Context: an optimization exercise on an open-source flow, tuned for small area. The choices shown serve that exercise and are no tape-out recipe.
The RTL was checked by simulation tests, not by an equivalence proof against the original design.
No activity file was given, so power comes from the tool's default toggle rates.

## flow/design.v (module list and top-level ports; edited modules follow where they fit)
// module mce: 493 lines
// module mce_a21oi: 3 lines
// module mce_a22o: 3 lines
// module mce_and2: 3 lines
// module mce_fa: 4 lines
// module mce_ha: 4 lines
// module mce_nand2: 3 lines
// module mce_nor2: 3 lines
// module mce_o21ai: 3 lines
// module mce_or2: 3 lines
// module mce_xnor2: 3 lines
// module mce_xor2: 3 lines
// module mce_fdec: 20 lines
// module mce_pdec: 18 lines
module mce #(
    parameter W_T = 32,
    parameter W_U = 16,
    parameter W_A = 16
) (
    input  wire           clk,
    input  wire           rst,
    input  wire [W_T-1:0] NOW,
    input  wire [1:0]     CMD,
    input  wire [W_U-1:0] UNIT_IN,
    input  wire [7:0]     PAT_IN,
    input  wire [W_A-1:0] MSG_BASE,
    input  wire [7:0]     MSG_DATA,
    input  wire [7:0]     ROM_CHAR,
    input  wire [7:0]     DEC_PAT,
    output wire           TONE_ON,
    output wire           BUSY,
    output wire [W_A-1:0] MSG_ADDR,
    output wire [7:0]     ROM_PAT,
    output wire           DEC_SPACE,
    output wire           DEC_NOSTART,
    output wire [2:0]     DEC_LEN,
    output wire [6:0]     DEC_ELEMS
);
  // ...
==> flow/run.sh <==
#!/bin/bash
# synth_recipe.tcl (not shown) runs the flow's synth.tcl, then flattens the netlist and writes it again
# the make line also repeats each setting of config.mk as NAME=value (left out here)
make -C /OpenROAD-flow-scripts/flow DESIGN_CONFIG=/design/flow/config.mk WORK_HOME=/design/flow/orfs CLKGATE_MAP_FILE= SYNTH_SCRIPT=/design/flow/synth_recipe.tcl finish
==> flow/config.mk <==
export PLATFORM = sky130hd
export DESIGN_NAME = mce
export DESIGN_NICKNAME = mce
export VERILOG_FILES = /design/flow/design.v
export SDC_FILE = /design/flow/constraint.sdc
export NUM_CORES = 4
export LEC_CHECK = 0
export CAP_MARGIN = 20
export CORE_MARGIN = 2
export CORE_UTILIZATION = 55
export GPL_TIMING_DRIVEN = 0
export SLEW_MARGIN = 20
export SYNTH_HIERARCHICAL = 1
==> flow/constraint.sdc <==
create_clock -name core_clock -period 8.0 [get_ports {clk}]
set_input_delay 1.6000 -clock core_clock [delete_from_list [all_inputs] [get_ports {clk}]]
set_output_delay 1.6000 -clock core_clock [all_outputs]
set_load 0.01 [all_outputs]
==> results by group, run 1 <==
Routing
  • DRC viols: 0
  • WL/cell: 16.08 um

Min path
  • Endpoint, Worst Hold: unit[5]

Setup path
  • Reg-to-Reg End: nd[19]
  • Arr. time, crit path: 7.63 ns
  • Critical path type: in -> reg
  • Critical Path Start Type: input pin
  • Max stage delay on crit path: 0.72 ns
  • Crit. End Element: register
  • CP most frequent cell: a21oi_2

Clocking
  • CTS clk-pin slew, worst paths: 0.06 ns
  • Bufs on Longest Clock Path: 2
  • CTS H-tree lvls: 3

Place
  • IO Port Bufs: 135
  • Post-place setup slack: -2.096 ns

STA
  • Final setup margin: 0.4490 ns
  • Minimum clock period: 7.551 ns
  • Fmax: 132.4 MHz
  • Final setup fails: 0

Cells and area
  • Largest register FFs: 32
  • Multi-input gate area: 4742 sq um
  • Most frequent cells in the layout: clkdlybuf4s50_1, nand2_1, and2_1
  • Number of sequential cells: 76
  • Fraction of area in registers: 0.2186
  • Core Util, Final: 0.7364
  • Top Registers: nd (32), msg_ptr (16), unit (16)
  • Clkbuf count: 15

Run
  • MaxCap Viol Count: 0

Power and ir drop
  • Part of the power in registers: 0.261
  • Sw power: 1138 uW
  • Clock share of power: 0.150
  • Power Clock: 443 uW

Status
  • Status: no timing/DRC/antenna violations

Die
  • # Taps: 168
  • Core Footprint: 12,060 sq um

Global route
  • Routing usage on met1: 0.3294
  • GRT Util Overall: 0.2744
  • Vias in the first global route: 6,498
  • Met2 Use GR: 0.4877

Logic synthesis
  • Simple-Gate Fraction of Synth Area: 0.2373
  • Mux cell area share after synthesis: 0.07173
==> inputs of run 2 (changes only) <==
--- a/flow/design.v
+++ b/flow/design.v
@@ -27,47 +27,4 @@
     localparam [1:0] S_WAIT = 2'd2;
     localparam [1:0] S_GAP  = 2'd3;
-    function [7:0] lookup;
-        input [7:0] c;
-        begin
-            case (c)
-                8'h41: lookup = 8'hF9;  8'h42: lookup = 8'hE8;
-                8'h43: lookup = 8'hEA;  8'h44: lookup = 8'hF4;
-                8'h45: lookup = 8'hFC;  8'h46: lookup = 8'hE2;
-                8'h47: lookup = 8'hF6;  8'h48: lookup = 8'hE0;
-                8'h49: lookup = 8'hF8;  8'h4A: lookup = 8'hE7;
-                8'h4B: lookup = 8'hF5;  8'h4C: lookup = 8'hE4;
-                8'h4D: lookup = 8'hFB;  8'h4E: lookup = 8'hFA;
-                8'h4F: lookup = 8'hF7;  8'h50: lookup = 8'hE6;
-                8'h51: lookup = 8'hED;  8'h52: lookup = 8'hF2;
-                8'h53: lookup = 8'hF0;  8'h54: lookup = 8'hFD;
-                8'h55: lookup = 8'hF1;  8'h56: lookup = 8'hE1;
-                8'h57: lookup = 8'hF3;  8'h58: lookup = 8'hE9;
-                8'h59: lookup = 8'hEB;  8'h5A: lookup = 8'hEC;
-                8'h30: lookup = 8'hDF;  8'h31: lookup = 8'hCF;
-                8'h32: lookup = 8'hC7;  8'h33: lookup = 8'hC3;
-                8'h34: lookup = 8'hC1;  8'h35: lookup = 8'hC0;
-                8'h36: lookup = 8'hD0;  8'h37: lookup = 8'hD8;
-                8'h38: lookup = 8'hDC;  8'h39: lookup = 8'hDE;
-                8'h2F: lookup = 8'hD2;  8'h3F: lookup = 8'h8C;
-                8'h2A: lookup = 8'hCA;  8'h23: lookup = 8'h80;
-                default: lookup = 8'hEF;
-            endcase
-        end
-    endfunction
-    function [2:0] startpos;
-        input [7:0] p;
-        begin
-            casez (p)
-                8'b0???????: startpos = 3'd7;
-                8'b10??????: startpos = 3'd6;
-                8'b110?????: startpos = 3'd5;
-                8'b1110????: startpos = 3'd4;
-                8'b11110???: startpos = 3'd3;
-                8'b111110??: startpos = 3'd2;
-                8'b1111110?: startpos = 3'd1;
-                default:     startpos = 3'd0;
-            endcase
-        end
-    endfunction
     reg [1:0]  st;
     reg        mode;        
@@ -77,5 +34,4 @@
     reg [31:0] nd;          
     reg [15:0] msg_ptr;
-    wire idle = (st == S_IDLE);
     wire [15:0] u;
     wire [15:0] oa;
@@ -94,60 +50,16 @@
     wire [15:1] mpre, mn;
     wire        inc;
-    wire [7:0] LP  = lookup(MSG_DATA);
-    wire       f_z, f_sp, f_dah;
-    mce_fdec fdec (.c(MSG_DATA), .z(f_z), .sp(f_sp), .dah(f_dah));
-    wire [2:0] f_n  = startpos(LP);
-    wire       p_sp, p_nz, p_dah;
-    mce_pdec pdec (.p(PAT_IN), .sp(p_sp), .nz(p_nz), .dah(p_dah));
-    wire [2:0] p_n  = startpos(PAT_IN);
-    wire play = idle && (CMD == 2'b01);
-    wire send = idle && (CMD == 2'b10);
-    wire       b_sp    = play ? p_sp : f_sp;
-    wire [2:0] b_n     = play ? p_n : f_n;
-    wire       b_dah   = play ? p_dah : f_dah;
-    wire [5:0] b_pat   = play ? PAT_IN[5:0] : LP[5:0];
-    wire cur = pattern[e];
-    reg [1:0] st_n;
-    reg       mode_n;
-    reg [5:0] pattern_n;
-    reg [2:0] e_n;
-    reg       ld;
-    wire begin_c = play || send || st == S_GAP;
-    wire kB2 = begin_c && b_sp;
-    wire kA  = begin_c ? !b_sp : (st == S_TONE || e != 3'd7);
-    wire kB1 = begin_c ? b_dah : (st == S_WAIT && (e == 3'd7 || cur));
-    always @* begin
-        st_n = st; mode_n = mode; pattern_n = pattern; e_n = e;
-        ld = 1'b0;
-        if ((play || send && !f_z) || (st == S_GAP && expd && !f_z)) begin
-            if (idle) mode_n = send;
-            pattern_n = b_pat;
-            if (b_sp) begin
-                st_n = S_WAIT; e_n = 3'd7; ld = 1'b1;
-            end else if (play && !p_nz) begin
-                st_n = S_IDLE;
-            end else begin
-                st_n = S_TONE; e_n = b_n - 3'd2; ld = 1'b1;
-            end
-        end else begin
-            case (st)
-                S_TONE: if (expd) begin
-                    st_n = S_WAIT; ld = 1'b1;
-                end
-                S_WAIT: if (expd) begin
-                    if (e == 3'd7) begin
-                        if (mode) begin st_n = S_GAP; ld = 1'b1; end
-                        else st_n = S_IDLE;
-                    end else begin
-                        e_n = e - 3'd1;
-                        st_n = S_TONE; ld = 1'b1;
-                    end
-                end
-                S_GAP: if (expd) st_n = S_IDLE;    
-                default: ;
-            endcase
-        end
-    end
-    assign inc = idle || (st == S_GAP && expd);
+    wire [1:0] st_n;
+    wire       mode_n;
+    wire [5:0] pattern_n;
+    wire [2:0] e_n;
+    wire       ld, kA, kB1, kB2, idle, tone;
+    mce_ctl ctl (
+        .st(st), .mode(mode), .pattern(pattern), .e(e), .CMD(CMD),
+        .PAT_IN(PAT_IN), .MSG_DATA(MSG_DATA), .expd(expd),
+        .st_n(st_n), .mode_n(mode_n), .pattern_n(pattern_n), .e_n(e_n),
+        .ld(ld), .kA(kA), .kB1(kB1), .kB2(kB2), .inc(inc), .idle(idle),
+        .tone(tone)
+    );
     always @(posedge clk) begin
         if (rst) st <= S_IDLE;
@@ -160,12 +72,9 @@
         msg_ptr <= mp_n;
     end
-    assign TONE_ON = (st == S_TONE);
+    assign TONE_ON = tone;
     assign BUSY    = !idle;
-    assign ROM_PAT = lookup(ROM_CHAR);
-    wire [2:0] dsp = startpos(DEC_PAT);
-    assign DEC_SPACE   = (DEC_PAT == 8'hEF);
-    assign DEC_NOSTART = (DEC_PAT == 8'hFF);
-    assign DEC_LEN     = DEC_SPACE ? 3'd0 : dsp;
-    assign DEC_ELEMS   = DEC_PAT[6:0] & ~(7'h7F << DEC_LEN);
+    mce_rom rom (.c(ROM_CHAR), .p(ROM_PAT));
+    mce_dec dec (.p(DEC_PAT), .space(DEC_SPACE), .nostart(DEC_NOSTART),
+                 .len(DEC_LEN), .elems(DEC_ELEMS));
     assign u[0] = idle?UNIT_IN[0]:unit[0];
     assign u[1] = idle?UNIT_IN[1]:unit[1];
@@ -527,40 +436,1991 @@
     assign X = A^B;
 endmodule
-module mce_fdec (input [7:0] c, output z, output sp, output dah);
-    reg s, d;
-    always @* begin
-        s = 1'b0; d = 1'b0;
-        case (c)
-            8'h41, 8'h45, 8'h46, 8'h48, 8'h49, 8'h4A, 8'h4C, 8'h50, 8'h52,
-            8'h53, 8'h55, 8'h56, 8'h57: ;
-            8'h42, 8'h43, 8'h44, 8'h47, 8'h4B, 8'h4D, 8'h4E, 8'h4F, 8'h51,
-            8'h54, 8'h58, 8'h59, 8'h5A: d = 1'b1;
-            8'h31, 8'h32, 8'h33, 8'h34, 8'h35: ;
-            8'h30, 8'h36, 8'h37, 8'h38, 8'h39: d = 1'b1;
-            8'h3F, 8'h2A, 8'h23: ;
-            8'h2F: d = 1'b1;
-            default: s = 1'b1;
-        endcase
-    end
-    assign z   = (c == 8'h00);
-    assign sp  = s;
-    assign dah = d;
-endmodule
-module mce_pdec (input [7:0] p, output sp, output nz, output dah);
-    reg [2:0] n;
-    always @* begin
-        casez (p)
-            8'b0???????: n = 3'd7;
-            8'b10??????: n = 3'd6;
-            8'b110?????: n = 3'd5;
-            8'b1110????: n = 3'd4;
-            8'b11110???: n = 3'd3;
-            8'b111110??: n = 3'd2;
-            8'b1111110?: n = 3'd1;
-            default:     n = 3'd0;
-        endcase
-    end
-    assign sp  = (p == 8'hEF);
-    assign nz  = (n != 3'd0) && !sp;
-    assign dah = !sp && n != 3'd0 && p[n - 3'd1];
+module mce_ctl(st, mode, pattern, e, CMD, PAT_IN, MSG_DATA, expd, st_n, mode_n, pattern_n, e_n, ld, kA, kB1, kB2, inc, idle, tone);
+  input [1:0] st;
+  wire [1:0] st;
+  input mode;
+  wire mode;
+  input [5:0] pattern;
+  wire [5:0] pattern;
+  input [2:0] e;
+  wire [2:0] e;
+  input [1:0] CMD;
+  wire [1:0] CMD;
+  input [7:0] PAT_IN;
+  wire [7:0] PAT_IN;
+  input [7:0] MSG_DATA;
+  wire [7:0] MSG_DATA;
+  input expd;
+  wire expd;
+  output [1:0] st_n;
+  wire [1:0] st_n;
+  output mode_n;
+  wire mode_n;
+  output [5:0] pattern_n;
+  wire [5:0] pattern_n;
+  output [2:0] e_n;
+  wire [2:0] e_n;
+  output ld;
+  wire ld;
+  output kA;
+  wire kA;
+  output kB1;
+  wire kB1;
+  output kB2;
+  wire kB2;
+  output inc;
+  wire inc;
+  output idle;
+  wire idle;
+  output tone;
+  wire tone;
+  wire _000_;
+  wire _001_;
+  wire _002_;
+  wire _003_;
+  wire _004_;
+  wire _005_;
+  wire _006_;
+  wire _007_;
+  wire _008_;
+  wire _009_;
+  wire _010_;
+  wire _011_;
+  wire _012_;
+  wire _013_;
+  wire _014_;
+  wire _015_;
+  wire _016_;
+  wire _017_;
+  wire _018_;
+  wire _019_;
+  wire _020_;
+  wire _021_;
+  wire _022_;
+  wire _023_;
+  wire _024_;
+  wire _025_;
+  wire _026_;
+  wire _027_;
+  wire _028_;
+  wire _029_;
+  wire _030_;
+  wire _031_;
+  wire _032_;
+  wire _033_;
+  wire _034_;
+  wire _035_;
+  wire _036_;
+  wire _037_;
+  wire _038_;
+  wire _039_;
+  wire _040_;
+  wire _041_;
+  wire _042_;
+  wire _043_;
+  wire _044_;
+  wire _045_;
+  wire _046_;
+  wire _047_;
+  wire _048_;
+  wire _049_;
+  wire _050_;
+  wire _051_;
+  wire _052_;
+  wire _053_;
+  wire _054_;
+  wire _055_;
+  wire _056_;
+  wire _057_;
+  wire _058_;
+  wire _059_;
+  wire _060_;
+  wire _061_;
+  wire _062_;
+  wire _063_;
+  wire _064_;
+  wire _065_;
+  wire _066_;
+  wire _067_;
+  wire _068_;
+  wire _069_;
+  wire _070_;
+  wire _071_;
+  wire _072_;
+  wire _073_;
+  wire _074_;
+  wire _075_;
+  wire _076_;
+  wire _077_;
+  wire _078_;
+  wire _079_;
+  wire _080_;
+  wire _081_;
+  wire _082_;
+  wire _083_;
+  wire _084_;
+  wire _085_;
+  wire _086_;
+  wire _087_;
+  wire _088_;
+  wire _089_;
+  wire _090_;
+  wire _091_;
+  wire _092_;
+  wire _093_;
+  wire _094_;
+  wire _095_;
+  wire _096_;
+  wire _097_;
+  wire _098_;
+  wire _099_;
+  wire _100_;
+  wire _101_;
+  wire _102_;
+  wire _103_;
+  wire _104_;
+  wire _105_;
+  wire _106_;
+  wire _107_;
+  wire _108_;
+  wire _109_;
+  wire _110_;
+  wire _111_;
+  wire _112_;
+  wire _113_;
+  wire _114_;
+  wire _115_;
+  wire _116_;
+  wire _117_;
+  wire _118_;
+  wire _119_;
+  wire _120_;
+  wire _121_;
+  wire _122_;
+  wire _123_;
+  wire _124_;
+  wire _125_;
+  wire _126_;
+  wire _127_;
+  wire _128_;
+  wire _129_;
+  wire _130_;
+  wire _131_;
+  wire _132_;
+  wire _133_;
+  wire _134_;
+  wire _135_;
+  wire _136_;
+  wire _137_;
+  wire _138_;
+  wire _139_;
+  wire _140_;
+  wire _141_;
+  wire _142_;
+  wire _143_;
+  wire _144_;
+  wire _145_;
+  wire _146_;
+  wire _147_;
+  wire _148_;
+  wire _149_;
+  wire _150_;
+  wire _151_;
+  wire _152_;
+  wire _153_;
+  wire _154_;
+  wire _155_;
+  wire _156_;
+  wire _157_;
+  wire _158_;
+  wire _159_;
+  wire _160_;
+  wire _161_;
+  wire _162_;
+  wire _163_;
+  wire _164_;
+  wire _165_;
+  wire _166_;
+  wire _167_;
+  wire _168_;
+  wire _169_;
+  wire _170_;
+  wire _171_;
+  wire _172_;
+  wire _173_;
+  wire _174_;
+  wire _175_;
+  wire _176_;
+  wire [7:0] LP;
+  mce_g_inv_1 _177_ (
+    .A(PAT_IN[4]),
+    .Y(_134_)
+  );
+  mce_g_nor2_1 _178_ (
+    .A(st[0]),
+    .B(st[1]),
+    .Y(idle)
+  );
+  mce_g_inv_1 _179_ (
+    .A(CMD[0]),
+    .Y(_135_)
+  );
+  mce_g_nor2_1 _180_ (
+    .A(CMD[1]),
+    .B(_135_),
+    .Y(_136_)
+  );
+  mce_g_nand2_1 _181_ (
+    .A(idle),
+    .B(_136_),
+    .Y(_137_)
+  );
+  mce_g_inv_1 _182_ (
+    .A(_137_),
+    .Y(_138_)
+  );
+  mce_g_inv_1 _183_ (
+    .A(MSG_DATA[6]),
+    .Y(_139_)
+  );
+  mce_g_nor2_1 _184_ (
+    .A(MSG_DATA[0]),
+    .B(MSG_DATA[1]),
+    .Y(_140_)
+  );
+  mce_g_nor2_1 _185_ (
+    .A(MSG_DATA[5]),
+    .B(MSG_DATA[7]),
+    .Y(_141_)
+  );
+  mce_g_nor2_1 _186_ (
+    .A(MSG_DATA[3]),
+    .B(MSG_DATA[2]),
+    .Y(_142_)
+  );
+  mce_g_inv_1 _187_ (
+    .A(_142_),
+    .Y(_143_)
+  );
+  mce_g_nor2_1 _188_ (
+    .A(MSG_DATA[4]),
+    .B(_143_),
+    .Y(_144_)
+  );
+  mce_g_nand4_1 _189_ (
+    .A(_139_),
+    .B(_140_),
+    .C(_141_),
+    .D(_144_),
+    .Y(_145_)
+  );
+  mce_g_and3_1 _190_ (
+    .A(CMD[1]),
+    .B(idle),
+    .C(_135_),
+    .X(_146_)
+  );
+  mce_g_nand2_1 _191_ (
+    .A(_145_),
+    .B(_146_),
+    .Y(_147_)
+  );
+  mce_g_and3_1 _192_ (
+    .A(expd),
+    .B(st[1]),
+    .C(st[0]),
+    .X(_148_)
+  );
+  mce_g_nand2_1 _193_ (
+    .A(_145_),
+    .B(_148_),
+    .Y(_149_)
+  );
+  mce_g_nand2_1 _194_ (
+    .A(_147_),
+    .B(_149_),
+    .Y(_150_)
+  );
+  mce_g_nor2_1 _195_ (
+    .A(_138_),
+    .B(_150_),
+    .Y(_151_)
+  );
+  mce_g_nand2_1 _196_ (
+    .A(pattern[4]),
+    .B(_151_),
+    .Y(_152_)
+  );
+  mce_g_o21ai_0 _197_ (
+    .A1(_134_),
+    .A2(_137_),
+    .B1(_152_),
+    .Y(pattern_n[4])
+  );
+  mce_g_inv_1 _198_ (
+    .A(MSG_DATA[0]),
+    .Y(_153_)
+  );
+  mce_g_nor2_1 _199_ (
+    .A(_153_),
+    .B(MSG_DATA[1]),
+    .Y(_001_)
+  );
+  mce_g_inv_1 _200_ (
+    .A(MSG_DATA[4]),
+    .Y(_154_)
+  );
+  mce_g_inv_1 _201_ (
+    .A(MSG_DATA[3]),
+    .Y(_155_)
+  );
+  mce_g_nor2_1 _202_ (
+    .A(_154_),
+    .B(_155_),
+    .Y(_156_)
+  );
+  mce_g_nand2_1 _203_ (
+    .A(MSG_DATA[6]),
+    .B(_141_),
+    .Y(_157_)
+  );
+  mce_g_inv_1 _204_ (
+    .A(MSG_DATA[2]),
+    .Y(_158_)
+  );
+  mce_g_nor2_1 _205_ (
+    .A(_154_),
+    .B(_158_),
+    .Y(_159_)
+  );
+  mce_g_nor2_1 _206_ (
+    .A(_155_),
+    .B(_158_),
+    .Y(_160_)
+  );
+  mce_g_nand3_1 _207_ (
+    .A(_153_),
+    .B(MSG_DATA[1]),
+    .C(_160_),
+    .Y(_161_)
+  );
+  mce_g_nand2_1 _208_ (
+    .A(_140_),
+    .B(_159_),
+    .Y(_162_)
+  );
+  mce_g_o311ai_0 _209_ (
+    .A1(_153_),
+    .A2(MSG_DATA[1]),
+    .A3(_159_),
+    .B1(_161_),
+    .C1(_162_),
+    .Y(_163_)
+  );
+  mce_g_nand2_1 _210_ (
+    .A(_155_),
+    .B(MSG_DATA[1]),
+    .Y(_164_)
+  );
+  mce_g_o21ai_0 _211_ (
+    .A1(_155_),
+    .A2(MSG_DATA[1]),
+    .B1(_164_),
+    .Y(_165_)
+  );
+  mce_g_o21ai_0 _212_ (
+    .A1(MSG_DATA[2]),
+    .A2(_165_),
+    .B1(_154_),
+    .Y(_166_)
+  );
+  mce_g_nor2_1 _213_ (
+    .A(MSG_DATA[6]),
+    .B(MSG_DATA[7]),
+    .Y(_167_)
+  );
+  mce_g_inv_1 _214_ (
+    .A(MSG_DATA[1]),
+    .Y(_168_)
+  );
+  mce_g_nor2_1 _215_ (
+    .A(_142_),
+    .B(_160_),
+    .Y(_169_)
+  );
+  mce_g_inv_1 _216_ (
+    .A(_169_),
+    .Y(_170_)
+  );
+  mce_g_nor2_1 _217_ (
+    .A(_153_),
+    .B(_170_),
+    .Y(_171_)
+  );
+  mce_g_o21ai_0 _218_ (
+    .A1(_168_),
+    .A2(_171_),
+    .B1(_154_),
+    .Y(_172_)
+  );
+  mce_g_o2111a_1 _219_ (
+    .A1(MSG_DATA[0]),
+    .A2(_166_),
+    .B1(MSG_DATA[5]),
+    .C1(_167_),
+    .D1(_172_),
+    .X(_173_)
+  );
+  mce_g_inv_1 _220_ (
+    .A(_173_),
+    .Y(_174_)
+  );
+  mce_g_nor2_1 _221_ (
+    .A(_153_),
+    .B(_164_),
+    .Y(_175_)
+  );
+  mce_g_nand2_1 _222_ (
+    .A(_158_),
+    .B(_165_),
+    .Y(_176_)
+  );
+  mce_g_o21a_1 _223_ (
+    .A1(_158_),
+    .A2(_175_),
+    .B1(_176_),
+    .X(_003_)
+  );
+  mce_g_o32a_1 _224_ (
+    .A1(_144_),
+    .A2(_157_),
+    .A3(_163_),
+    .B1(_174_),
+    .B2(_003_),
+    .X(_004_)
+  );
+  mce_g_o21ai_0 _225_ (
+    .A1(_156_),
+    .A2(_004_),
+    .B1(_150_),
+    .Y(_005_)
+  );
+  mce_g_nand2_1 _226_ (
+    .A(pattern[3]),
+    .B(_151_),
+    .Y(_006_)
+  );
+  mce_g_nand2_1 _227_ (
+    .A(PAT_IN[3]),
+    .B(_138_),
+    .Y(_007_)
+  );
+  mce_g_nand3_1 _228_ (
+    .A(_005_),
+    .B(_006_),
+    .C(_007_),
+    .Y(pattern_n[3])
+  );
+  mce_g_nand2_1 _229_ (
+    .A(_153_),
+    .B(MSG_DATA[1]),
+    .Y(_000_)
+  );
+  mce_g_inv_1 _230_ (
+    .A(PAT_IN[2]),
+    .Y(_008_)
+  );
+  mce_g_nor2_1 _231_ (
+    .A(_156_),
+    .B(_004_),
+    .Y(_009_)
+  );
+  mce_g_inv_1 _232_ (
+    .A(_001_),
+    .Y(_010_)
+  );
+  mce_g_nor2_1 _233_ (
+    .A(MSG_DATA[3]),
+    .B(_158_),
+    .Y(_011_)
+  );
+  mce_g_o22ai_1 _234_ (
+    .A1(_158_),
+    .A2(_000_),
+    .B1(_010_),
+    .B2(_011_),
+    .Y(_012_)
+  );
+  mce_g_inv_1 _235_ (
+    .A(_012_),
+    .Y(_013_)
+  );
+  mce_g_o21a_1 _236_ (
+    .A1(MSG_DATA[4]),
+    .A2(_013_),
+    .B1(_176_),
+    .X(_014_)
+  );
+  mce_g_nor2_1 _237_ (
+    .A(MSG_DATA[4]),
+    .B(_168_),
+    .Y(_015_)
+  );
+  mce_g_o21ai_0 _238_ (
+    .A1(_175_),
+    .A2(_015_),
+    .B1(_173_),
+    .Y(_016_)
+  );
+  mce_g_o21ai_0 _239_ (
+    .A1(_157_),
+    .A2(_014_),
+    .B1(_016_),
+    .Y(_017_)
+  );
+  mce_g_nor2_1 _240_ (
+    .A(_009_),
+    .B(_017_),
+    .Y(_018_)
+  );
+  mce_g_o21ai_0 _241_ (
+    .A1(_159_),
+    .A2(_017_),
+    .B1(_150_),
+    .Y(_019_)
+  );
+  mce_g_inv_1 _242_ (
+    .A(_151_),
+    .Y(_020_)
+  );
+  mce_g_o22ai_1 _243_ (
+    .A1(_018_),
+    .A2(_019_),
+    .B1(pattern[2]),
+    .B2(_020_),
+    .Y(_021_)
+  );
+  mce_g_a31oi_1 _244_ (
+    .A1(idle),
+    .A2(_136_),
+    .A3(_008_),
+    .B1(_021_),
+    .Y(pattern_n[2])
+  );
+  mce_g_nand2_1 _245_ (
+    .A(PAT_IN[1]),
+    .B(_138_),
+    .Y(_022_)
+  );
+  mce_g_nand2_1 _246_ (
+    .A(pattern[1]),
+    .B(_151_),
+    .Y(_023_)
+  );
+  mce_g_inv_1 _247_ (
+    .A(_157_),
+    .Y(_024_)
+  );
+  mce_g_inv_1 _248_ (
+    .A(_140_),
+    .Y(_025_)
+  );
+  mce_g_nand2_1 _249_ (
+    .A(_155_),
+    .B(_001_),
+    .Y(_026_)
+  );
+  mce_g_nor2_1 _250_ (
+    .A(_144_),
+    .B(_156_),
+    .Y(_027_)
+  );
+  mce_g_nand2_1 _251_ (
+    .A(_158_),
+    .B(_027_),
+    .Y(_028_)
+  );
+  mce_g_a31oi_1 _252_ (
+    .A1(_154_),
+    .A2(_142_),
+    .A3(MSG_DATA[1]),
+    .B1(MSG_DATA[0]),
+    .Y(_029_)
+  );
+  mce_g_o21a_1 _253_ (
+    .A1(_154_),
+    .A2(_170_),
+    .B1(_029_),
+    .X(_030_)
+  );
+  mce_g_a21o_1 _254_ (
+    .A1(MSG_DATA[0]),
+    .A2(_028_),
+    .B1(_030_),
+    .X(_031_)
+  );
+  mce_g_o311ai_0 _255_ (
+    .A1(_025_),
+    .A2(_159_),
+    .A3(_142_),
+    .B1(_026_),
+    .C1(_031_),
+    .Y(_032_)
+  );
+  mce_g_nand2_1 _256_ (
+    .A(_024_),
+    .B(_032_),
+    .Y(_033_)
+  );
+  mce_g_nor2_1 _257_ (
+    .A(_171_),
+    .B(_027_),
+    .Y(_034_)
+  );
+  mce_g_nand2_1 _258_ (
+    .A(MSG_DATA[4]),
+    .B(_158_),
+    .Y(_035_)
+  );
+  mce_g_nand2_1 _259_ (
+    .A(MSG_DATA[1]),
+    .B(_144_),
+    .Y(_036_)
+  );
+  mce_g_o22ai_1 _260_ (
+    .A1(_158_),
+    .A2(_165_),
+    .B1(_164_),
+    .B2(_035_),
+    .Y(_037_)
+  );
+  mce_g_a31oi_1 _261_ (
+    .A1(MSG_DATA[0]),
+    .A2(_035_),
+    .A3(_036_),
+    .B1(_037_),
+    .Y(_038_)
+  );
+  mce_g_nor2_1 _262_ (
+    .A(_012_),
+    .B(_038_),
+    .Y(_039_)
+  );
+  mce_g_inv_1 _263_ (
+    .A(_039_),
+    .Y(_040_)
+  );
+  mce_g_a31oi_1 _264_ (
+    .A1(_156_),
+    .A2(_176_),
+    .A3(_040_),
+    .B1(_174_),
+    .Y(_041_)
+  );
+  mce_g_o21ai_0 _265_ (
+    .A1(_159_),
+    .A2(_034_),
+    .B1(_041_),
+    .Y(_042_)
+  );
+  mce_g_nand3_1 _266_ (
+    .A(_150_),
+    .B(_033_),
+    .C(_042_),
+    .Y(_043_)
+  );
+  mce_g_nand3_1 _267_ (
+    .A(_022_),
+    .B(_023_),
+    .C(_043_),
+    .Y(pattern_n[1])
+  );
+  mce_g_inv_1 _268_ (
+    .A(st[0]),
+    .Y(_044_)
+  );
+  mce_g_nor2_1 _269_ (
+    .A(_044_),
+    .B(st[1]),
+    .Y(tone)
+  );
+  mce_g_nand2_1 _270_ (
+    .A(_140_),
+    .B(_011_),
+    .Y(_045_)
+  );
+  mce_g_o21a_1 _271_ (
+    .A1(_154_),
+    .A2(_143_),
+    .B1(_045_),
+    .X(_046_)
+  );
+  mce_g_nor2_1 _272_ (
+    .A(_024_),
+    .B(_046_),
+    .Y(_047_)
+  );
+  mce_g_nand2_1 _273_ (
+    .A(MSG_DATA[0]),
+    .B(_160_),
+    .Y(_048_)
+  );
+  mce_g_o21ai_0 _274_ (
+    .A1(_002_),
+    .A2(_035_),
+    .B1(_166_),
+    .Y(_049_)
+  );
+  mce_g_a31oi_1 _275_ (
+    .A1(_024_),
+    .A2(_048_),
+    .A3(_049_),
+    .B1(_041_),
+    .Y(_050_)
+  );
+  mce_g_o21ai_0 _276_ (
+    .A1(_047_),
+    .A2(_050_),
+    .B1(_150_),
+    .Y(_051_)
+  );
+  mce_g_nand2_1 _277_ (
+    .A(pattern[0]),
+    .B(_151_),
+    .Y(_052_)
+  );
+  mce_g_nand2_1 _278_ (
+    .A(PAT_IN[0]),
+    .B(_138_),
+    .Y(_053_)
+  );
+  mce_g_nand3_1 _279_ (
+    .A(_051_),
+    .B(_052_),
+    .C(_053_),
+    .Y(pattern_n[0])
+  );
+  mce_g_nand2_1 _280_ (
+    .A(PAT_IN[4]),
+    .B(PAT_IN[5]),
+    .Y(_054_)
+  );
+  mce_g_inv_1 _281_ (
+    .A(PAT_IN[7]),
+    .Y(_055_)
+  );
+  mce_g_inv_1 _282_ (
+    .A(PAT_IN[6]),
+    .Y(_056_)
+  );
+  mce_g_nor2_1 _283_ (
+    .A(_055_),
+    .B(_056_),
+    .Y(_057_)
+  );
+  mce_g_inv_1 _284_ (
+    .A(PAT_IN[3]),
+    .Y(_058_)
+  );
+  mce_g_nor2_1 _285_ (
+    .A(_058_),
+    .B(_008_),
+    .Y(_059_)
+  );
+  mce_g_nand4_1 _286_ (
+    .A(PAT_IN[1]),
+    .B(_138_),
+    .C(_057_),
+    .D(_059_),
+    .Y(_060_)
+  );
+  mce_g_o21ai_0 _287_ (
+    .A1(_054_),
+    .A2(_060_),
+    .B1(_020_),
+    .Y(_061_)
+  );
+  mce_g_inv_1 _288_ (
+    .A(_061_),
+    .Y(_062_)
+  );
+  mce_g_inv_1 _289_ (
+    .A(PAT_IN[5]),
+    .Y(_063_)
+  );
+  mce_g_nor2_1 _290_ (
+    .A(PAT_IN[4]),
+    .B(_063_),
+    .Y(_064_)
+  );
+  mce_g_nand2_1 _291_ (
+    .A(PAT_IN[0]),
+    .B(_064_),
+    .Y(_065_)
+  );
+  mce_g_nand4_1 _292_ (
+    .A(_137_),
+    .B(_033_),
+    .C(_050_),
+    .D(_018_),
+    .Y(_066_)
+  );
+  mce_g_o21a_1 _293_ (
+    .A1(_060_),
+    .A2(_065_),
+    .B1(_066_),
+    .X(_067_)
+  );
+  mce_g_nand2_1 _294_ (
+    .A(_062_),
+    .B(_067_),
+    .Y(_068_)
+  );
+  mce_g_nand3_1 _295_ (
+    .A(e[0]),
+    .B(e[2]),
+    .C(e[1]),
+    .Y(_069_)
+  );
+  mce_g_inv_1 _296_ (
+    .A(st[1]),
+    .Y(_070_)
+  );
+  mce_g_nor2_1 _297_ (
+    .A(st[0]),
+    .B(_070_),
+    .Y(_071_)
+  );
+  mce_g_nand2_1 _298_ (
+    .A(expd),
+    .B(_071_),
+    .Y(_072_)
+  );
+  mce_g_inv_1 _299_ (
+    .A(_072_),
+    .Y(_073_)
+  );
+  mce_g_o21ai_0 _300_ (
+    .A1(mode),
+    .A2(_069_),
+    .B1(_073_),
+    .Y(_074_)
+  );
+  mce_g_nand2_1 _301_ (
+    .A(_068_),
+    .B(_074_),
+    .Y(_075_)
+  );
+  mce_g_o21bai_1 _302_ (
+    .A1(expd),
+    .A2(_044_),
+    .B1_N(_075_),
+    .Y(st_n[0])
+  );
+  mce_g_nor2_1 _303_ (
+    .A(e[0]),
+    .B(_072_),
+    .Y(_076_)
+  );
+  mce_g_inv_1 _304_ (
+    .A(_076_),
+    .Y(_077_)
+  );
+  mce_g_nor2_1 _305_ (
+    .A(e[1]),
+    .B(_077_),
+    .Y(_078_)
+  );
+  mce_g_inv_1 _306_ (
+    .A(e[1]),
+    .Y(_079_)
+  );
+  mce_g_nor2_1 _307_ (
+    .A(_079_),
+    .B(_076_),
+    .Y(_080_)
+  );
+  mce_g_nor2_1 _308_ (
+    .A(_078_),
+    .B(_080_),
+    .Y(_081_)
+  );
+  mce_g_nand2_1 _309_ (
+    .A(_138_),
+    .B(_057_),
+    .Y(_082_)
+  );
+  mce_g_nor2_1 _310_ (
+    .A(_054_),
+    .B(_059_),
+    .Y(_083_)
+  );
+  mce_g_or2_0 _311_ (
+    .A(_139_),
+    .B(_038_),
+    .X(_084_)
+  );
+  mce_g_nor2_1 _312_ (
+    .A(_169_),
+    .B(_042_),
+    .Y(_085_)
+  );
+  mce_g_nor2_1 _313_ (
+    .A(_138_),
+    .B(_085_),
+    .Y(_086_)
+  );
+  mce_g_o21ai_0 _314_ (
+    .A1(_018_),
+    .A2(_084_),
+    .B1(_086_),
+    .Y(_087_)
+  );
+  mce_g_o21a_1 _315_ (
+    .A1(_082_),
+    .A2(_083_),
+    .B1(_087_),
+    .X(_088_)
+  );
+  mce_g_o22ai_1 _316_ (
+    .A1(_062_),
+    .A2(_081_),
+    .B1(_061_),
+    .B2(_088_),
+    .Y(e_n[1])
+  );
+  mce_g_a311oi_1 _317_ (
+    .A1(PAT_IN[3]),
+    .A2(PAT_IN[5]),
+    .A3(_008_),
+    .B1(_056_),
+    .C1(_064_),
+    .Y(_089_)
+  );
+  mce_g_o21ai_0 _318_ (
+    .A1(_055_),
+    .A2(_089_),
+    .B1(_138_),
+    .Y(_090_)
+  );
+  mce_g_o21ai_0 _319_ (
+    .A1(_173_),
+    .A2(_039_),
+    .B1(_086_),
+    .Y(_091_)
+  );
+  mce_g_inv_1 _320_ (
+    .A(_068_),
+    .Y(_092_)
+  );
+  mce_g_inv_1 _321_ (
+    .A(e[0]),
+    .Y(_093_)
+  );
+  mce_g_o21ai_0 _322_ (
+    .A1(_093_),
+    .A2(_073_),
+    .B1(_077_),
+    .Y(_094_)
+  );
+  mce_g_nor2_1 _323_ (
+    .A(_062_),
+    .B(_094_),
+    .Y(_095_)
+  );
+  mce_g_a32oi_1 _324_ (
+    .A1(_090_),
+    .A2(_091_),
+    .A3(_092_),
+    .B1(_069_),
+    .B2(_095_),
+    .Y(e_n[0])
+  );
+  mce_g_inv_1 _325_ (
+    .A(mode),
+    .Y(_096_)
+  );
+  mce_g_nand4_1 _326_ (
+    .A(e[0]),
+    .B(e[1]),
+    .C(e[2]),
+    .D(_044_),
+    .Y(_097_)
+  );
+  mce_g_o21a_1 _327_ (
+    .A1(_096_),
+    .A2(_097_),
+    .B1(expd),
+    .X(_098_)
+  );
+  mce_g_nand2_1 _328_ (
+    .A(expd),
+    .B(tone),
+    .Y(_099_)
+  );
+  mce_g_o21ai_0 _329_ (
+    .A1(_070_),
+    .A2(_098_),
+    .B1(_099_),
+    .Y(_100_)
+  );
+  mce_g_o21bai_1 _330_ (
+    .A1(_151_),
+    .A2(_067_),
+    .B1_N(_100_),
+    .Y(st_n[1])
+  );
+  mce_g_o22a_1 _331_ (
+    .A1(_054_),
+    .A2(_082_),
+    .B1(_138_),
+    .B2(_084_),
+    .X(_101_)
+  );
+  mce_g_or2_0 _332_ (
+    .A(_088_),
+    .B(_101_),
+    .X(_102_)
+  );
+  mce_g_nand2_1 _333_ (
+    .A(_088_),
+    .B(_101_),
+    .Y(_103_)
+  );
+  mce_g_nand2_1 _334_ (
+    .A(e[2]),
+    .B(_078_),
+    .Y(_104_)
+  );
+  mce_g_o21ai_0 _335_ (
+    .A1(e[2]),
+    .A2(_078_),
+    .B1(_104_),
+    .Y(_105_)
+  );
+  mce_g_a32oi_1 _336_ (
+    .A1(_092_),
+    .A2(_102_),
+    .A3(_103_),
+    .B1(_061_),
+    .B2(_105_),
+    .Y(e_n[2])
+  );
+  mce_g_o21ai_0 _337_ (
+    .A1(_096_),
+    .A2(_138_),
+    .B1(_147_),
+    .Y(mode_n)
+  );
+  mce_g_or2_0 _338_ (
+    .A(idle),
+    .B(_148_),
+    .X(inc)
+  );
+  mce_g_o22ai_1 _339_ (
+    .A1(pattern[2]),
+    .A2(_079_),
+    .B1(pattern[0]),
+    .B2(e[1]),
+    .Y(_106_)
+  );
+  mce_g_a31oi_1 _340_ (
+    .A1(_079_),
+    .A2(e[2]),
+    .A3(pattern[4]),
+    .B1(e[0]),
+    .Y(_107_)
+  );
+  mce_g_o21ai_0 _341_ (
+    .A1(e[2]),
+    .A2(_106_),
+    .B1(_107_),
+    .Y(_108_)
+  );
+  mce_g_inv_1 _342_ (
+    .A(e[2]),
+    .Y(_109_)
+  );
+  mce_g_nand2_1 _343_ (
+    .A(pattern[1]),
+    .B(_079_),
+    .Y(_110_)
+  );
+  mce_g_nand2_1 _344_ (
+    .A(pattern[3]),
+    .B(e[1]),
+    .Y(_111_)
+  );
+  mce_g_inv_1 _345_ (
+    .A(pattern[5]),
+    .Y(_112_)
+  );
+  mce_g_nor2_1 _346_ (
+    .A(e[1]),
+    .B(_109_),
+    .Y(_113_)
+  );
+  mce_g_a32oi_1 _347_ (
+    .A1(_109_),
+    .A2(_110_),
+    .A3(_111_),
+    .B1(_112_),
+    .B2(_113_),
+    .Y(_114_)
+  );
+  mce_g_or2_0 _348_ (
+    .A(_093_),
+    .B(_114_),
+    .X(_115_)
+  );
+  mce_g_nor2_1 _349_ (
+    .A(_138_),
+    .B(_146_),
+    .Y(_116_)
+  );
+  mce_g_o21ai_0 _350_ (
+    .A1(_044_),
+    .A2(_070_),
+    .B1(_116_),
+    .Y(_117_)
+  );
+  mce_g_o21ai_0 _351_ (
+    .A1(_055_),
+    .A2(_063_),
+    .B1(_056_),
+    .Y(_118_)
+  );
+  mce_g_nor2_1 _352_ (
+    .A(_134_),
+    .B(PAT_IN[1]),
+    .Y(_119_)
+  );
+  mce_g_nor2_1 _353_ (
+    .A(_058_),
+    .B(PAT_IN[0]),
+    .Y(_120_)
+  );
+  mce_g_nor2_1 _354_ (
+    .A(_008_),
+    .B(_120_),
+    .Y(_121_)
+  );
+  mce_g_o21ai_0 _355_ (
+    .A1(_063_),
+    .A2(_121_),
+    .B1(PAT_IN[4]),
+    .Y(_122_)
+  );
+  mce_g_o311ai_0 _356_ (
+    .A1(_058_),
+    .A2(_063_),
+    .A3(_119_),
+    .B1(_057_),
+    .C1(_122_),
+    .Y(_123_)
+  );
+  mce_g_inv_1 _357_ (
+    .A(_156_),
+    .Y(_124_)
+  );
+  mce_g_o311ai_0 _358_ (
+    .A1(MSG_DATA[4]),
+    .A2(_168_),
+    .A3(_029_),
+    .B1(_124_),
+    .C1(_161_),
+    .Y(_125_)
+  );
+  mce_g_nor2_1 _359_ (
+    .A(_010_),
+    .B(_035_),
+    .Y(_126_)
+  );
+  mce_g_nand2_1 _360_ (
+    .A(_045_),
+    .B(_048_),
+    .Y(_127_)
+  );
+  mce_g_o22ai_1 _361_ (
+    .A1(_158_),
+    .A2(_168_),
+    .B1(_025_),
+    .B2(_159_),
+    .Y(_128_)
+  );
+  mce_g_o32a_1 _362_ (
+    .A1(_126_),
+    .A2(_127_),
+    .A3(_173_),
+    .B1(_174_),
+    .B2(_128_),
+    .X(_129_)
+  );
+  mce_g_o21a_1 _363_ (
+    .A1(_125_),
+    .A2(_129_),
+    .B1(_086_),
+    .X(_130_)
+  );
+  mce_g_a31o_1 _364_ (
+    .A1(_138_),
+    .A2(_118_),
+    .A3(_123_),
+    .B1(_130_),
+    .X(_131_)
+  );
+  mce_g_and3_1 _365_ (
+    .A(_067_),
+    .B(_117_),
+    .C(_131_),
+    .X(_132_)
+  );
+  mce_g_a31o_1 _366_ (
+    .A1(_071_),
+    .A2(_108_),
+    .A3(_115_),
+    .B1(_132_),
+    .X(kB1)
+  );
+  mce_g_o22ai_1 _367_ (
+    .A1(_063_),
+    .A2(_137_),
+    .B1(_112_),
+    .B2(_020_),
+    .Y(pattern_n[5])
+  );
+  mce_g_nand2b_1 _368_ (
+    .A_N(_067_),
+    .B(_117_),
+    .Y(_133_)
+  );
+  mce_g_o31a_1 _369_ (
+    .A1(_138_),
+    .A2(_146_),
+    .A3(_097_),
+    .B1(_133_),
+    .X(kA)
+  );
+  mce_g_inv_1 _370_ (
+    .A(_133_),
+    .Y(kB2)
+  );
+  mce_g_nand3_1 _371_ (
+    .A(_061_),
+    .B(_099_),
+    .C(_074_),
+    .Y(ld)
+  );
+  assign _002_ = MSG_DATA[3] ? _000_ : _001_;
+  assign LP = 8'b1xxxxxxx;
+endmodule
+module mce_rom(c, p);
+  input [7:0] c;
+  wire [7:0] c;
+  output [7:0] p;
+  wire [7:0] p;
+  wire _000_;
+  wire _001_;
+  wire _002_;
+  wire _003_;
+  wire _004_;
+  wire _005_;
+  wire _006_;
+  wire _007_;
+  wire _008_;
+  wire _009_;
+  wire _010_;
+  wire _011_;
+  wire _012_;
+  wire _013_;
+  wire _014_;
+  wire _015_;
+  wire _016_;
+  wire _017_;
+  wire _018_;
+  wire _019_;
+  wire _020_;
+  wire _021_;
+  wire _022_;
+  wire _023_;
+  wire _024_;
+  wire _025_;
+  wire _026_;
+  wire _027_;
+  wire _028_;
+  wire _029_;
+  wire _030_;
+  wire _031_;
+  wire _032_;
+  wire _033_;
+  wire _034_;
+  wire _035_;
+  wire _036_;
+  wire _037_;
+  wire _038_;
+  wire _039_;
+  wire _040_;
+  wire _041_;
+  wire _042_;
+  wire _043_;
+  wire _044_;
+  wire _045_;
+  wire _046_;
+  wire _047_;
+  wire _048_;
+  wire _049_;
+  wire _050_;
+  wire _051_;
+  wire _052_;
+  wire _053_;
+  wire _054_;
+  wire _055_;
+  wire _056_;
+  wire _057_;
+  wire _058_;
+  wire _059_;
+  wire _060_;
+  wire _061_;
+  mce_g_inv_1 _062_ (
+    .A(c[0]),
+    .Y(_003_)
+  );
+  mce_g_nand2_1 _063_ (
+    .A(c[1]),
+    .B(_003_),
+    .Y(_000_)
+  );
+  mce_g_inv_1 _064_ (
+    .A(c[3]),
+    .Y(_004_)
+  );
+  mce_g_nor2_1 _065_ (
+    .A(c[2]),
+    .B(_004_),
+    .Y(_005_)
+  );
+  mce_g_o21ai_0 _066_ (
+    .A1(c[0]),
+    .A2(_005_),
+    .B1(c[1]),
+    .Y(_006_)
+  );
+  mce_g_inv_1 _067_ (
+    .A(c[6]),
+    .Y(_007_)
+  );
+  mce_g_and3b_1 _068_ (
+    .A_N(c[7]),
+    .B(c[5]),
+    .C(_007_),
+    .X(_008_)
+  );
+  mce_g_inv_1 _069_ (
+    .A(c[2]),
+    .Y(_009_)
+  );
+  mce_g_nor2_1 _070_ (
+    .A(_009_),
+    .B(_004_),
+    .Y(_010_)
+  );
+  mce_g_nor2_1 _071_ (
+    .A(c[2]),
+    .B(c[3]),
+    .Y(_011_)
+  );
+  mce_g_nor2_1 _072_ (
+    .A(_010_),
+    .B(_011_),
+    .Y(_012_)
+  );
+  mce_g_o21ai_0 _073_ (
+    .A1(c[4]),
+    .A2(c[0]),
+    .B1(_012_),
+    .Y(_013_)
+  );
+  mce_g_nand2_1 _074_ (
+    .A(_008_),
+    .B(_013_),
+    .Y(_014_)
+  );
+  mce_g_nor2_1 _075_ (
+    .A(_006_),
+    .B(_014_),
+    .Y(_015_)
+  );
+  mce_g_nor2_1 _076_ (
+    .A(c[2]),
+    .B(c[1]),
+    .Y(_016_)
+  );
+  mce_g_o211a_1 _077_ (
+    .A1(_004_),
+    .A2(_016_),
+    .B1(c[4]),
+    .C1(_008_),
+    .X(_017_)
+  );
+  mce_g_nor2_1 _078_ (
+    .A(_015_),
+    .B(_017_),
+    .Y(p[5])
+  );
+  mce_g_nor2_1 _079_ (
+    .A(c[4]),
+    .B(_003_),
+    .Y(_018_)
+  );
+  mce_g_nor2_1 _080_ (
+    .A(_009_),
+    .B(_018_),
+    .Y(_019_)
+  );
+  mce_g_nor2_1 _081_ (
+    .A(_004_),
+    .B(_019_),
+    .Y(_020_)
+  );
+  mce_g_inv_1 _082_ (
+    .A(c[1]),
+    .Y(_021_)
+  );
+  mce_g_nor2_1 _083_ (
+    .A(_021_),
+    .B(c[4]),
+    .Y(_022_)
+  );
+  mce_g_nor2_1 _084_ (
+    .A(c[2]),
+    .B(_022_),
+    .Y(_023_)
+  );
+  mce_g_inv_1 _085_ (
+    .A(_023_),
+    .Y(_024_)
+  );
+  mce_g_a32oi_1 _086_ (
+    .A1(_009_),
+    .A2(c[4]),
+    .A3(_007_),
+    .B1(_020_),
+    .B2(_024_),
+    .Y(_025_)
+  );
+  mce_g_inv_1 _087_ (
+    .A(_025_),
+    .Y(_026_)
+  );
+  mce_g_nor2_1 _088_ (
+    .A(p[5]),
+    .B(_026_),
+    .Y(_027_)
+  );
+  mce_g_nor2_1 _089_ (
+    .A(c[1]),
+    .B(_003_),
+    .Y(_001_)
+  );
+  mce_g_or3_1 _090_ (
+    .A(c[4]),
+    .B(_011_),
+    .C(_001_),
+    .X(_028_)
+  );
+  mce_g_o21ai_0 _091_ (
+    .A1(c[3]),
+    .A2(_003_),
+    .B1(_028_),
+    .Y(_029_)
+  );
+  mce_g_nand2_1 _092_ (
+    .A(_021_),
+    .B(_029_),
+    .Y(_030_)
+  );
+  mce_g_and3_1 _093_ (
+    .A(c[4]),
+    .B(_012_),
+    .C(_003_),
+    .X(_031_)
+  );
+  mce_g_nor2_1 _094_ (
+    .A(c[3]),
+    .B(_003_),
+    .Y(_032_)
+  );
+  mce_g_a32o_1 _095_ (
+    .A1(_009_),
+    .A2(c[4]),
+    .A3(_032_),
+    .B1(_005_),
+    .B2(_018_),
+    .X(_033_)
+  );
+  mce_g_nor2_1 _096_ (
+    .A(_031_),
+    .B(_033_),
+    .Y(_034_)
+  );
+  mce_g_or3_1 _097_ (
+    .A(_021_),
+    .B(c[4]),
+    .C(_029_),
+    .X(_035_)
+  );
+  mce_g_or3_1 _098_ (
+    .A(_007_),
+    .B(c[5]),
+    .C(c[7]),
+    .X(_036_)
+  );
+  mce_g_o22ai_1 _099_ (
+    .A1(_015_),
+    .A2(_027_),
+    .B1(_004_),
+    .B2(_022_),
+    .Y(_037_)
+  );
+  mce_g_o21ai_0 _100_ (
+    .A1(c[3]),
+    .A2(_021_),
+    .B1(c[2]),
+    .Y(_038_)
+  );
+  mce_g_nor2_1 _101_ (
+    .A(c[0]),
+    .B(_038_),
+    .Y(_039_)
+  );
+  mce_g_nand2_1 _102_ (
+    .A(_030_),
+    .B(_039_),
+    .Y(_040_)
+  );
+  mce_g_inv_1 _103_ (
+    .A(_040_),
+    .Y(_041_)
+  );
+  mce_g_nor2_1 _104_ (
+    .A(p[5]),
+    .B(_041_),
+    .Y(_042_)
+  );
+  mce_g_nand2_1 _105_ (
+    .A(_021_),
+    .B(_042_),
+    .Y(_043_)
+  );
+  mce_g_o32a_1 _106_ (
+    .A1(_009_),
+    .A2(_021_),
+    .A3(_037_),
+    .B1(_032_),
+    .B2(_043_),
+    .X(_044_)
+  );
+  mce_g_a32oi_1 _107_ (
+    .A1(_030_),
+    .A2(_034_),
+    .A3(_035_),
+    .B1(_036_),
+    .B2(_044_),
+    .Y(_045_)
+  );
+  mce_g_nor2_1 _108_ (
+    .A(_027_),
+    .B(_045_),
+    .Y(p[1])
+  );
+  mce_g_o22ai_1 _109_ (
+    .A1(c[4]),
+    .A2(_003_),
+    .B1(c[3]),
+    .B2(_021_),
+    .Y(_046_)
+  );
+  mce_g_inv_1 _110_ (
+    .A(_046_),
+    .Y(_047_)
+  );
+  mce_g_o21ai_0 _111_ (
+    .A1(c[2]),
+    .A2(c[3]),
+    .B1(_018_),
+    .Y(_048_)
+  );
+  mce_g_o21a_1 _112_ (
+    .A1(_022_),
+    .A2(_031_),
+    .B1(_048_),
+    .X(_049_)
+  );
+  mce_g_nor2_1 _113_ (
+    .A(_004_),
+    .B(_022_),
+    .Y(_050_)
+  );
+  mce_g_o22a_1 _114_ (
+    .A1(_047_),
+    .A2(_049_),
+    .B1(_050_),
+    .B2(_038_),
+    .X(_051_)
+  );
+  mce_g_o21ai_0 _115_ (
+    .A1(_036_),
+    .A2(_051_),
+    .B1(_044_),
+    .Y(p[4])
+  );
+  mce_g_inv_1 _116_ (
+    .A(_036_),
+    .Y(_052_)
+  );
+  mce_g_inv_1 _117_ (
+    .A(_016_),
+    .Y(_053_)
+  );
+  mce_g_o21ai_0 _118_ (
+    .A1(_003_),
+    .A2(_053_),
+    .B1(c[4]),
+    .Y(_054_)
+  );
+  mce_g_o21ai_0 _119_ (
+    .A1(c[3]),
+    .A2(_054_),
+    .B1(_028_),
+    .Y(_055_)
+  );
+  mce_g_a32o_1 _120_ (
+    .A1(_006_),
+    .A2(_053_),
+    .A3(_017_),
+    .B1(_015_),
+    .B2(_046_),
+    .X(_056_)
+  );
+  mce_g_a31oi_1 _121_ (
+    .A1(_052_),
+    .A2(_055_),
+    .A3(_040_),
+    .B1(_056_),
+    .Y(p[3])
+  );
+  mce_g_o22ai_1 _122_ (
+    .A1(_021_),
+    .A2(c[4]),
+    .B1(c[3]),
+    .B2(_003_),
+    .Y(_057_)
+  );
+  mce_g_a222oi_1 _123_ (
+    .A1(_046_),
+    .A2(_048_),
+    .B1(_019_),
+    .B2(_057_),
+    .C1(_021_),
+    .C2(_020_),
+    .Y(_058_)
+  );
+  mce_g_o21a_1 _124_ (
+    .A1(_036_),
+    .A2(_058_),
+    .B1(_037_),
+    .X(p[2])
+  );
+  mce_g_nand2_1 _125_ (
+    .A(c[4]),
+    .B(c[6]),
+    .Y(_059_)
+  );
+  mce_g_o21ai_0 _126_ (
+    .A1(c[2]),
+    .A2(_002_),
+    .B1(c[4]),
+    .Y(_060_)
+  );
+  mce_g_a31oi_1 _127_ (
+    .A1(_052_),
+    .A2(_060_),
+    .A3(_025_),
+    .B1(_042_),
+    .Y(_061_)
+  );
+  mce_g_a31o_1 _128_ (
+    .A1(_023_),
+    .A2(_059_),
+    .A3(_004_),
+    .B1(_061_),
+    .X(p[0])
+  );
+  mce_g_nand2_1 _129_ (
+    .A(_015_),
+    .B(_025_),
+    .Y(p[6])
+  );
+  assign _002_ = c[3] ? _000_ : _001_;
+  assign p[7] = 1'h1;
+endmodule
+module mce_dec(p, space, nostart, len, elems);
+  input [7:0] p;
+  wire [7:0] p;
+  output space;
+  wire space;
+  output nostart;
+  wire nostart;
+  output [2:0] len;
+  wire [2:0] len;
+  output [6:0] elems;
+  wire [6:0] elems;
+  wire _00_;
+  wire _01_;
+  wire _02_;
+  wire _03_;
+  wire _04_;
+  wire _05_;
+  wire _06_;
+  wire _07_;
+  wire _08_;
+  wire _09_;
+  wire _10_;
+  wire _11_;
+  wire _12_;
+  wire _13_;
+  wire _14_;
+  wire _15_;
+  wire _16_;
+  wire _17_;
+  mce_g_inv_1 _18_ (
+    .A(p[2]),
+    .Y(_00_)
+  );
+  mce_g_inv_1 _19_ (
+    .A(p[3]),
+    .Y(_01_)
+  );
+  mce_g_nor2_1 _20_ (
+    .A(_00_),
+    .B(_01_),
+    .Y(_02_)
+  );
+  mce_g_inv_1 _21_ (
+    .A(p[5]),
+    .Y(_03_)
+  );
+  mce_g_nand2_1 _22_ (
+    .A(p[7]),
+    .B(p[6]),
+    .Y(_04_)
+  );
+  mce_g_nor2_1 _23_ (
+    .A(_03_),
+    .B(_04_),
+    .Y(_05_)
+  );
+  mce_g_nand4_1 _24_ (
+    .A(p[0]),
+    .B(p[1]),
+    .C(_02_),
+    .D(_05_),
+    .Y(_06_)
+  );
+  mce_g_nor2_1 _25_ (
+    .A(p[4]),
+    .B(_06_),
+    .Y(space)
+  );
+  mce_g_nand2_1 _26_ (
+    .A(p[4]),
+    .B(_05_),
+    .Y(_07_)
+  );
+  mce_g_inv_1 _27_ (
+    .A(_04_),
+    .Y(_08_)
+  );
+  mce_g_o21ai_0 _28_ (
+    .A1(_02_),
+    .A2(_07_),
+    .B1(_08_),
+    .Y(len[1])
+  );
+  mce_g_nor2_1 _29_ (
+    .A(_03_),
+    .B(_08_),
+    .Y(elems[5])
+  );
+  mce_g_nand2_1 _30_ (
+    .A(_06_),
+    .B(_07_),
+    .Y(_09_)
+  );
+  mce_g_inv_1 _31_ (
+    .A(_09_),
+    .Y(len[2])
+  );
+  mce_g_inv_1 _32_ (
+    .A(p[6]),
+    .Y(_10_)
+  );
+  mce_g_inv_1 _33_ (
+    .A(p[4]),
+    .Y(_11_)
+  );
+  mce_g_nor2_1 _34_ (
+    .A(p[1]),
+    .B(_00_),
+    .Y(_12_)
+  );
+  mce_g_nor2_1 _35_ (
+    .A(_01_),
+    .B(_12_),
+    .Y(_13_)
+  );
+  mce_g_nor2_1 _36_ (
+    .A(_11_),
+    .B(_13_),
+    .Y(_14_)
+  );
+  mce_g_nor2_1 _37_ (
+    .A(_03_),
+    .B(_14_),
+    .Y(_15_)
+  );
+  mce_g_o21ai_0 _38_ (
+    .A1(_10_),
+    .A2(_15_),
+    .B1(p[7]),
+    .Y(len[0])
+  );
+  mce_g_nor2_1 _39_ (
+    .A(_11_),
+    .B(_05_),
+    .Y(elems[4])
+  );
+  mce_g_nor2_1 _40_ (
+    .A(_01_),
+    .B(_09_),
+    .Y(elems[3])
+  );
+  mce_g_nor2_1 _41_ (
+    .A(len[1]),
+    .B(len[2]),
+    .Y(_16_)
+  );
+  mce_g_nor2_1 _42_ (
+    .A(_00_),
+    .B(_16_),
+    .Y(elems[2])
+  );
+  mce_g_inv_1 _43_ (
+    .A(p[1]),
+    .Y(_17_)
+  );
+  mce_g_nor2_1 _44_ (
+    .A(_17_),
+    .B(_16_),
+    .Y(elems[1])
+  );
+  mce_g_and2_0 _45_ (
+    .A(p[0]),
+    .B(_06_),
+    .X(elems[0])
+  );
+  mce_g_nor2_1 _46_ (
+    .A(p[7]),
+    .B(_10_),
+    .Y(elems[6])
+  );
+  mce_g_nor2_1 _47_ (
+    .A(_11_),
+    .B(_06_),
+    .Y(nostart)
+  );
+endmodule
+module mce_g_a21o_1 (input A1, input A2, input B1, output X);
+    assign X = (A1&A2) | (B1);
+endmodule
+module mce_g_a222oi_1 (input A1, input A2, input B1, input B2, input C1, input C2, output Y);
+    assign Y = (~A1&~B1&~C1) | (~A1&~B1&~C2) | (~A1&~B2&~C1) | (~A2&~B1&~C1) | (~A1&~B2&~C2) | (~A2&~B1&~C2) | (~A2&~B2&~C1) | (~A2&~B2&~C2);
+endmodule
+module mce_g_a311oi_1 (input A1, input A2, input A3, input B1, input C1, output Y);
+    assign Y = (~A1&~B1&~C1) | (~A2&~B1&~C1) | (~A3&~B1&~C1);
+endmodule
+module mce_g_a31o_1 (input A1, input A2, input A3, input B1, output X);
+    assign X = (A1&A2&A3) | (B1);
+endmodule
+module mce_g_a31oi_1 (input A1, input A2, input A3, input B1, output Y);
+    assign Y = (~A1&~B1) | (~A2&~B1) | (~A3&~B1);
+endmodule
+module mce_g_a32o_1 (input A1, input A2, input A3, input B1, input B2, output X);
+    assign X = (A1&A2&A3) | (B1&B2);
+endmodule
+module mce_g_a32oi_1 (input A1, input A2, input A3, input B1, input B2, output Y);
+    assign Y = (~A1&~B1) | (~A1&~B2) | (~A2&~B1) | (~A3&~B1) | (~A2&~B2) | (~A3&~B2);
+endmodule
+module mce_g_and2_0 (input A, input B, output X);
+    assign X = (A&B);
+endmodule
+module mce_g_and3_1 (input A, input B, input C, output X);
+    assign X = (A&B&C);
+endmodule
+module mce_g_and3b_1 (input A_N, input B, input C, output X);
+    assign X = (~A_N&B&C);
+endmodule
+module mce_g_inv_1 (input A, output Y);
+    assign Y = (~A);
+endmodule
+module mce_g_nand2_1 (input A, input B, output Y);
+    assign Y = (~A) | (~B);
+endmodule
+module mce_g_nand2b_1 (input A_N, input B, output Y);
+    assign Y = (A_N) | (~B);
+endmodule
+module mce_g_nand3_1 (input A, input B, input C, output Y);
+    assign Y = (~A) | (~B) | (~C);
+endmodule
+module mce_g_nand4_1 (input A, input B, input C, input D, output Y);
+    assign Y = (~A) | (~B) | (~C) | (~D);
+endmodule
+module mce_g_nor2_1 (input A, input B, output Y);
+    assign Y = (~A&~B);
+endmodule
+module mce_g_o2111a_1 (input A1, input A2, input B1, input C1, input D1, output X);
+    assign X = (A1&B1&C1&D1) | (A2&B1&C1&D1);
+endmodule
+module mce_g_o211a_1 (input A1, input A2, input B1, input C1, output X);
+    assign X = (A1&B1&C1) | (A2&B1&C1);
+endmodule
+module mce_g_o21a_1 (input A1, input A2, input B1, output X);
+    assign X = (A1&B1) | (A2&B1);
+endmodule
+module mce_g_o21ai_0 (input A1, input A2, input B1, output Y);
+    assign Y = (~A1&~A2) | (~B1);
+endmodule
+module mce_g_o21bai_1 (input A1, input A2, input B1_N, output Y);
+    assign Y = (~A1&~A2) | (B1_N);
+endmodule
+module mce_g_o22a_1 (input A1, input A2, input B1, input B2, output X);
+    assign X = (A1&B1) | (A2&B1) | (A1&B2) | (A2&B2);
+endmodule
+module mce_g_o22ai_1 (input A1, input A2, input B1, input B2, output Y);
+    assign Y = (~B1&~B2) | (~A1&~A2);
+endmodule
+module mce_g_o311ai_0 (input A1, input A2, input A3, input B1, input C1, output Y);
+    assign Y = (~A1&~A2&~A3) | (~B1) | (~C1);
+endmodule
+module mce_g_o31a_1 (input A1, input A2, input A3, input B1, output X);
+    assign X = (A1&B1) | (A2&B1) | (A3&B1);
+endmodule
+module mce_g_o32a_1 (input A1, input A2, input A3, input B1, input B2, output X);
+    assign X = (A1&B1) | (A1&B2) | (A2&B1) | (A3&B1) | (A2&B2) | (A3&B2);
+endmodule
+module mce_g_or2_0 (input A, input B, output X);
+    assign X = (A) | (B);
+endmodule
+module mce_g_or3_1 (input A, input B, input C, output X);
+    assign X = (A) | (B) | (C);
 endmodule
==> flow/flow/run.sh (new file) <==
#!/bin/bash
# Own layout flow: the standard ORFS flow (standard.sh, unchanged
# synthesis), except that the port buffers are the smallest buffer cell.
set -euo pipefail
export BUFFER_PORTS_ARGS="-buffer_cell sky130_fd_sc_hd__buf_1"
bash standard.sh finish > standard_flow.log 2>&1
==> flow/standard.sh (new file) <==
#!/bin/bash
# synth_recipe.tcl (not shown) runs the flow's synth.tcl, then flattens the netlist and writes it again
# the make line also repeats each setting of config.mk as NAME=value (left out here)
make -C /OpenROAD-flow-scripts/flow DESIGN_CONFIG=/design/flow/config.mk WORK_HOME=/design/flow/orfs CLKGATE_MAP_FILE= SYNTH_SCRIPT=/design/flow/synth_recipe.tcl "${@:-finish}"
removed: flow/run.sh
==> results by group, run 2 <==
Setup path
  • R2R depth: 30 (was 31)
  • Critical path type: in -> reg (unchanged)
  • Critical Path RT: 8.10 ns (was 8.08 ns)
  • CP most frequent cell: o21ai_2 (was a21oi_2)
  • Arr. time, crit path: 7.75 ns (was 7.63 ns)
  • WP depth: 35 (was 31)
  • Max stage delay on crit path: 0.53 ns (was 0.72 ns)
  • Cell family with most CP delay: compound AO/OA/AOI/OAI gates (unchanged)
  • Critical Path Start Type: input pin (unchanged)
  • Crit. End Element: register (unchanged)

Cells and area
  • Largest register FFs: 32 (unchanged)
  • Nets@finish: 985 (was 1,087)
  • Top Registers: nd (32), msg_ptr (16), unit (16) (unchanged)
  • Most frequent cells in the layout: buf_1, nand2_1, nor2_1 (was clkdlybuf4s50_1, nand2_1, and2_1)
  • Fillers: 947 (was 875)
  • Core Util, Final: 0.6691 (was 0.7364)
  • Multi-input gate area: 3817 sq um (was 4742 sq um)
  • Top reg by flops: nd (unchanged)
  • Seq. cell area: 1842 sq um (was 1942 sq um)

STA
  • Slew Viols, Final: 0 (unchanged)
  • Worst Tran Pin Value: 0.5552 ns (was 0.7098 ns)
  • Final setup margin: 0.3448 ns (was 0.4490 ns)
  • Final setup fails: 0 (unchanged)
  • Fmax: 130.6 MHz (was 132.4 MHz)
  • Minimum clock period: 7.655 ns (was 7.551 ns)

Die
  • Full die area: 11,390 sq um (was 13,340 sq um)
  • Core Footprint: 10,280 sq um (was 12,060 sq um)
  • Io pins: 138 (unchanged)

Routing
  • 1st-iter DRT viols: 281 (was 548)
  • Vias: 5,484 (was 6,436)
  • DRC viols: 0 (unchanged)
  • WL/cell: 14.21 um (was 16.08 um)

Logic synthesis
  • Post-synth EDFFs: 32 (was 42)
  • Cell taking the most area after synthesis: edfxtp_1 (unchanged)
  • Syn Inst Count: 705 (was 785)

Clocking
  • CTS H-tree lvls: 3 (unchanged)
  • CTS Hold Bufs: 0 (unchanged)
  • TritonCTS clock tree: built (unchanged)
  • Bufs on Longest Clock Path: 2 (unchanged)
  • CTS clk-pin slew, worst paths: 0.08 ns (was 0.06 ns)

Global route
  • GRT Util Overall: 0.2506 (was 0.2744)
  • Vias in the first global route: 5,371 (was 6,498)

Min path
  • Min-Delay Path Class: reg -> reg (unchanged)

Place
  • Post-place setup slack: -1.248 ns (was -2.096 ns)
  • IO Port Bufs: 136 (was 135)
  • GP Congestion: 0.8867 (was 0.8922)

Power and ir drop
  • VDD IR max: 0.1910 mV (was 0.1497 mV)

Status
  • Status: no timing/DRC/antenna violations (unchanged)

Run
  • MaxCap Viol Count: 0 (unchanged)
## run 2: cell count changes in the layout (fill, tap and decap cells not counted), sizes merged, moves of 9 or more
cell and change:
a21oi -39, dfxtp +10, edfxtp -10, nand2b -16, clkdlybuf4s50 -128, o21ai +13
ha -25, buf +123, inv +30, nor2 +41, clkbuf -11, nor2b -9
a211oi -9
## run 2: path summary, 6_finish.rpt
kind               startpoint          to  slack, ns
setup / recovery  MSG_DATA[0]      nd[21]       0.34
hold reg to reg    pattern[5]  pattern[5]       0.47
setup reg to reg        st[1]      nd[21]       1.90
hold / removal     pattern[5]  pattern[5]       0.47
## run 2: layout make-up
type,instances,share of cell area
well taps,136,0.02475
flip-flops and latches,76,0.2678
clock inverters,5,0.008370
plain buffers,6,0.004913
multi-input cells,568,0.5551
inverters,56,0.03148
repair buffers,144,0.08533
clock buffers,11,0.02220
## run 2: where the power goes
| part | switching (uW) | internal, uW |
|---|---|---|
| sequential | 65.9 | 639 |
| combinational | 731 | 648 |
| clock | 150 | 163 |
| total | 947 | 1450 |
## run 2: timing repair
action / 4_1_cts / 5_1_grt
gates cloned: 1 / 0
gates resized for setup: 15 / 15
endpoints found under the setup margin: 16 / 15
pin swaps: 1 / 15
buffers inserted: 0 / 7
## run 2: kinds of logic after synthesis
family / Yosys count / synth area share
other: 1 / 0.0006462
buffers and inverters: 62 / 0.04204
adders and majority gates: 24 / 0.07374
AOI/OAI and AO/OA: 150 / 0.1712
and+or+nand+nor: 303 / 0.2447
muxes: 34 / 0.06727
xor gates and xnor gates: 55 / 0.08301
DFF: 76 / 0.3174
## run 2: Yosys stat by module (local to each module, per instance), a selection
module	cells	flip-flops and latches	copies in the design
mce_ctl	1	0	1
mce_g_nand2b_1	1	0	1
mce_a21oi	1	0	7
mce_xnor2	1	0	39
mce	125	76	1
mce_g_a222oi_1	1	0	1
mce_g_o21bai_1	1	0	2
mce_g_or3_1	1	0	3
mce_g_o22ai_1	1	0	10
mce_g_a31oi_1	1	0	8
## run 2: tightest hold or removal path: cells and delay by family (launching register included)
family / cells / cell delay (ns)
flip-flops: 1 / 0.30
AO/OA/AOI/OAI: 1 / 0.07
buffers and inverters: 1 / 0.06
## run 2: stage by stage
stage	area, sq um	power (uW)	TNS (ns)	hold WS [ns]	std cells
final	6877	2398	0	0.4727	1002
after global routing	6877	2579	-0.7081	0.4978	1002
after CTS	6768	2332	0	0.4720	995
after detailed placement	6509	1961	-18.24	0.4570	978
after global placement	6484	1891	-15.61	0.4508	977
after floorplan	5803	1679	0	0.4292	705
## run 2: metal layers
layer,track usage,wire length [um],up-vias
met5,0,0,-
met4,0.07978,257,0
met3,0.04863,961,33
met2,0.4418,7007,210
met1,0.3083,6011,2519
li1,-,-,2722

Setup slack of run 2, layout unchanged: 0.345 ns with ideal ports, 0.357 ns with driving cells assumed (clock clkbuf_16, inputs buf_2), -0.027 ns with port delays also shifted by the 0.385 ns mid clock arrival.
